Context: an optimization exercise on an open-source flow, tuned for small area, a short achievable clock period and few clock cycles per item. The choices shown serve that exercise and are no tape-out recipe. The RTL was checked by simulation tests, not by an equivalence proof against the original design. Power and IR drop assume default switching activity.

==> v12 <==
==> flow/design.v (excerpt) <==
module fsb_conv (
    input  wire        clk,
    input  wire        rst,
    input  wire        cmd_valid,
    output wire        cmd_ready,
    input  wire [2:0]  cmd_from,
    input  wire [2:0]  cmd_to,
    input  wire [31:0] cmd_len,
    input  wire        cmd_query,
    input  wire        cmd_pad_sign,
    input  wire        in_valid,
    output wire        in_ready,
    input  wire [7:0]  in_data,
    output wire        out_valid,
    input  wire        out_ready,
    output wire [7:0]  out_data,
    output wire        out_last,
    output wire        rsp_valid,
    input  wire        rsp_ready,
    output wire [3:0]  rsp_status,
    output wire [31:0] rsp_len
);
    reg d_sup, d_exp, d_con, d_pre, d_post;
    always @* begin
        d_sup  = 1'b1;
        d_exp  = 1'b0;
        d_con  = 1'b0;
        d_pre  = 1'b0;
        d_post = 1'b0;
        case ({cmd_from, cmd_to})
            {3'd0, 3'd0}, {3'd1, 3'd1}, {3'd2, 3'd2}, {3'd3, 3'd3},
            {3'd4, 3'd4}, {3'd0, 3'd1}, {3'd1, 3'd0}: ;
            {3'd0, 3'd2}, {3'd2, 3'd0}, {3'd1, 3'd2}, {3'd2, 3'd1}:
                d_pre = 1'b1;                           
            {3'd0, 3'd3}: d_exp = 1'b1;
            {3'd0, 3'd4}: begin d_exp = 1'b1; d_post = 1'b1; end
            {3'd2, 3'd3}: begin d_exp = 1'b1; d_pre = 1'b1; end
            {3'd2, 3'd4}: begin d_exp = 1'b1; d_pre = 1'b1; d_post = 1'b1; end
            {3'd3, 3'd0}: d_con = 1'b1;
            {3'd4, 3'd0}: begin d_con = 1'b1; d_pre = 1'b1; end
  ...
Settings: LEC_CHECK=0, CAP_MARGIN=20, CORE_MARGIN=2, CORE_UTILIZATION=40, PLACE_DENSITY=0.6, SLEW_MARGIN=20; clock period 10.0 ns.
standard.sh (not shown) runs the stock make flow with config.mk's settings and CLKGATE_MAP_FILE= SYNTH_SCRIPT=/design/flow/synth_recipe.tcl, a recipe that flattens the netlist after the stock synthesis.
==> flow/flow/run.sh <==
#!/bin/bash
# Standard layout, with the timing repair aiming below the clock period:
# repair_timing works on every path with less than SETUP_SLACK_MARGIN ns of
# slack. The clock, constraints and everything else are the standard flow's own.
set -euo pipefail
bash standard.sh SETUP_SLACK_MARGIN=6.5 finish > standard.log 2>&1
==> inputs of v20, as changes to v12 <==
--- a/flow/design.v
+++ b/flow/design.v
@@ -58,14 +58,16 @@
     reg        m_exp, m_con, m_pre, m_post, m_pad;
     reg        rv;
     reg  [1:0] r_st;
     reg [31:0] rem;              
     reg        more;             
     reg [31:0] len;              
     reg        irdy;
+    reg  [7:0] IR;               
+    reg        IRv;
     reg  [5:0] R;
     reg  [1:0] r;                
     reg        hi;               
     reg        upar;             
     reg  [7:0] P;                
     reg        Pv, pw;           
     reg  [7:0] OD, X, Y;
@@ -95,19 +97,23 @@
     wire yq = (ys == S_Q);
     wire room    = !xv | !yv | (!ov & !rv);
     wire run     = !idle & (job == J_STREAM);
     wire need_in = !(m_exp & hi & (r == 2'd3));
     wire pfeed   = m_pre & Pv & !pw;
     wire pwait   = m_pre & Pv & pw;
     wire pempty  = m_pre & !Pv;
-    wire [7:0] D       = pfeed ? P : (more ? in_data : 8'h00);
-    wire       avail   = pfeed | (more ? (in_valid & !pempty) : 1'b1);
-    wire       step    = run & room & (!need_in | avail);
+    wire       src_p   = pfeed;
+    wire       src_ir  = IRv & (!m_pre | pwait);
+    wire       src_z   = !more & !IRv & !pfeed;
+    wire [7:0] D       = src_p ? P : (src_ir ? IR : 8'h00);
+    wire       step    = run & room & (!need_in | src_p | src_ir | src_z);
     wire       consume = step & need_in;
-    wire       inj     = m_con & !more & !Pv;    
+    wire       inj     = m_con & !more & !IRv & !Pv;    
+    wire       move    = run & IRv & (pempty | (pfeed & consume));
+    wire       ir_free = (src_ir & consume) | move;
     wire [7:0]  Dx = (m_con & hi) ? {D[5:0], 2'b00} : D;
     wire [2:0]  sh = {1'b0, r} + {2'b00, m_exp & hi};
     wire [15:0] W  = {2'b00, R, Dx};
     reg  [7:0]  u8;
     always @* begin
         case (sh)
             3'd0:    u8 = W[7:0];
@@ -118,26 +124,27 @@
         endcase
     end
     wire        psgn    = m_pad & u8[5];
     wire [7:0]  unit    = inj ? 8'h00 : ((m_exp & hi) ? {psgn, psgn, u8[5:0]} : u8);
     wire        produce = step & !(m_con & hi & (r == 2'd0) & !inj);
     wire rem_is1 = (rem[31:1] == 31'd0) & rem[0];
     wire more_n  = more & !(fire & rem_is1);
+    wire IRv_n   = (IRv & !ir_free) | fire;
     reg  Pv_n, pw_n;
     always @* begin
         Pv_n = Pv;
         pw_n = pw;
         if (pfeed & consume) Pv_n = 1'b0;
         if (pwait & consume) pw_n = 1'b0;
-        if (fire & (pempty | pfeed)) begin
+        if (move) begin
             Pv_n = 1'b1;
             pw_n = 1'b1;
         end
     end
-    wire data_end = !more_n & !Pv_n;
+    wire data_end = !more & !(IRv & !ir_free) & !Pv_n;
     wire [1:0] r_n  = !step ? r :
                       (m_exp & hi) ? r + 2'd1 :
                       (m_con & hi) ? r - 2'd1 : r;
     wire       hi_n = hi ^ step;
     wire final_u = m_exp ? (!hi & (r == 2'd0) & data_end) :
                    m_con ? (inj | (data_end & (!m_post | upar))) :
                            data_end;
@@ -147,15 +154,15 @@
     wire       sdone = ofire & ol;
     wire       qdone = qrun & (qi == 5'd31) & (qc[5] | !m_exp);
     wire       edone = !idle & (job == J_RESP) & !rv & qempty;
     wire       rv_n  = (sdone | qdone | edone) | (rv & !rsp_ready);
     wire u_pend  = m_post & !upar;             
     wire u_last  = final_u & !m_post;          
     wire p_last  = final_u & m_post;           
-    wire od_free = (!ov | ofire) & !rv_n;   
+    wire od_free = (!ov | (ofire & !ol)) & !rv;
     wire x_first = xq & (!yq | xfirst);
     wire y_first = yq & !x_first;
     wire take_x  = od_free & x_first;
     wire take_y  = od_free & y_first;
     wire bypass  = od_free & !xq & !yq & produce & !u_pend;
     wire store   = produce & !bypass;
     wire x_free  = !xv | take_x;
@@ -214,17 +221,17 @@
     wire       si   = mi ^ sd ^ c2;
     wire       sic  = (mi & sd) | (mi & c2) | (sd & c2);
     wire       o2   = mi ^ si ^ cb;
     wire       o2b  = (!mi & si) | (!mi & cb) | (si & cb);
     wire       len_inc = ofire;
     wire room_n  = (xs_n == S_E) | (ys_n == S_E) | (!ov_n & !rv_n);
     wire need_n  = !(m_exp & hi_n & (r_n == 2'd3));
-    wire irdy_n  = cfire ? (d_ok & !cmd_query & d_nz & (d_pre | room_n)) :
+    wire irdy_n  = cfire ? (d_ok & !cmd_query & d_nz) :
                    (!idle & (job == J_STREAM) & more_n &
-                    ((m_pre & !Pv_n) | (room_n & need_n)));
+                    (!IRv_n | (m_pre & !Pv_n) | (room_n & need_n)));
     always @(posedge clk) begin
         if (rst) begin
             idle <= 1'b1;
             rv   <= 1'b0;
             ov   <= 1'b0;
             irdy <= 1'b0;
             xs   <= S_E;
@@ -266,14 +273,15 @@
                 rem    <= cmd_len;
                 more   <= d_nz;
                 n0     <= cmd_len[0];
                 r      <= 2'd0;
                 hi     <= 1'b1;
                 upar   <= 1'b0;
                 Pv     <= 1'b0;
+                IRv    <= 1'b0;
                 pw     <= 1'b0;
                 qc     <= 6'd0;
                 qv     <= 3'd0;
                 c1     <= (cmd_len[2:0] == 3'd0);
                 c2     <= 1'b0;
                 if (!d_ok)
                     job <= J_RESP;
@@ -284,18 +292,21 @@
                 else
                     job <= J_STREAM;
             end else begin
                 if (fire) begin
                     rem  <= rem - 32'd1;
                     more <= more_n;
                 end
+                IRv <= IRv_n;
+                if (fire)
+                    IR <= in_data;
                 Pv <= Pv_n;
                 pw <= pw_n;
-                if (fire & (pempty | pfeed))
-                    P <= in_data;
+                if (move)
+                    P <= IR;
                 if (consume)
                     R <= D[5:0];
                 r  <= r_n;
                 hi <= hi_n;
                 if (produce)
                     upar <= !upar;
                 if (qrun) begin
==> flow/flow/run.sh (replaced) <==
#!/bin/bash
# Standard layout with two changes:
#  - port buffers are sky130_fd_sc_hd__buf_1 (the repair may upsize them),
#  - the timing repair works on every path with less than
#    SETUP_SLACK_MARGIN ns of slack, so it aims below the clock period.
# The clock, constraints and everything else are the standard flow's own.
set -euo pipefail
bash standard.sh SETUP_SLACK_MARGIN=6.5 \
    "BUFFER_PORTS_ARGS=-buffer_cell sky130_fd_sc_hd__buf_1" \
    finish > standard.log 2>&1
==> comparison table <==
item                                                                         v20                      v12
Status                                                   complete, no violations  complete, no violations
Ratio of routed vias to standard cells                                      5.70                     5.81
P_seq                                                                   0.730 mW                 0.699 mW
Non-CTS inverters                                                             44                       39
Post-Syn Instances                                                          1012                     1021
Peak Freq                                                                289 MHz                  282 MHz
Synth Area in XOR/XNOR                                                    0.0316                   0.0320
Placed Area                                                            9750 um^2               10300 um^2
Die area                                                              24100 um^2               23800 um^2
Die Span X                                                                155 um                   154 um
Worst max-slew margin expressed relative to the limit                      0.357                    0.413
Wire length of the first global-routing pass                            38800 um                 40600 um
Routability Congestion                                                     0.850                    0.823
Flip-flop and latch count                                                    152                      143
Pre-CTS setup slack                                                      5.65 ns                  5.39 ns
Worst path slowest cell                                sky130_fd_sc_hd__edfxtp_1  sky130_fd_sc_hd__or4b_4
Final period demand of the worst path                                    3.46 ns                  3.55 ns
Critical R2R Capture                                         qv[1]$_SDFFCE_PP0P_      qv[2]$_SDFFCE_PP0P_
Half-perimeter wire length after detailed placement                     16700 um                 16900 um
Testbench counts of v12, summed over its fixed seeds: cycles 46,135, bytes 43,714.
Testbench counts of v20, summed over its fixed seeds: cycles 46,455, bytes 43,714.

==> separate check: timing with driven ports <==
Ports are ideal in the flow. The routed layouts listed here were re-timed in OpenROAD. Step 1 assumes that a clkbuf_16 drives the clock port and a buf_2 every other input. Step 2 times the ports against the registers' clock, not the clock port: input delays grow and output delays shrink by t, the midpoint of the rising clock arrivals with the driver on. Three values: no drivers, after step 1, after step 2; two values: the first two.
run	t, ns	setup WS [ns]	hold WS [ns]
v12	0.465	6.453 / 6.421 / 5.956	0.489 / 0.489 / 0.489
v20	0.472	6.543 / 6.543 / 6.142	0.455 / 0.455 / 0.455
After both steps every run listed still meets setup and hold. For v12, which loses most, drivers alone change the setup slack by -0.032 ns; drivers and shift together by -0.497 ns.
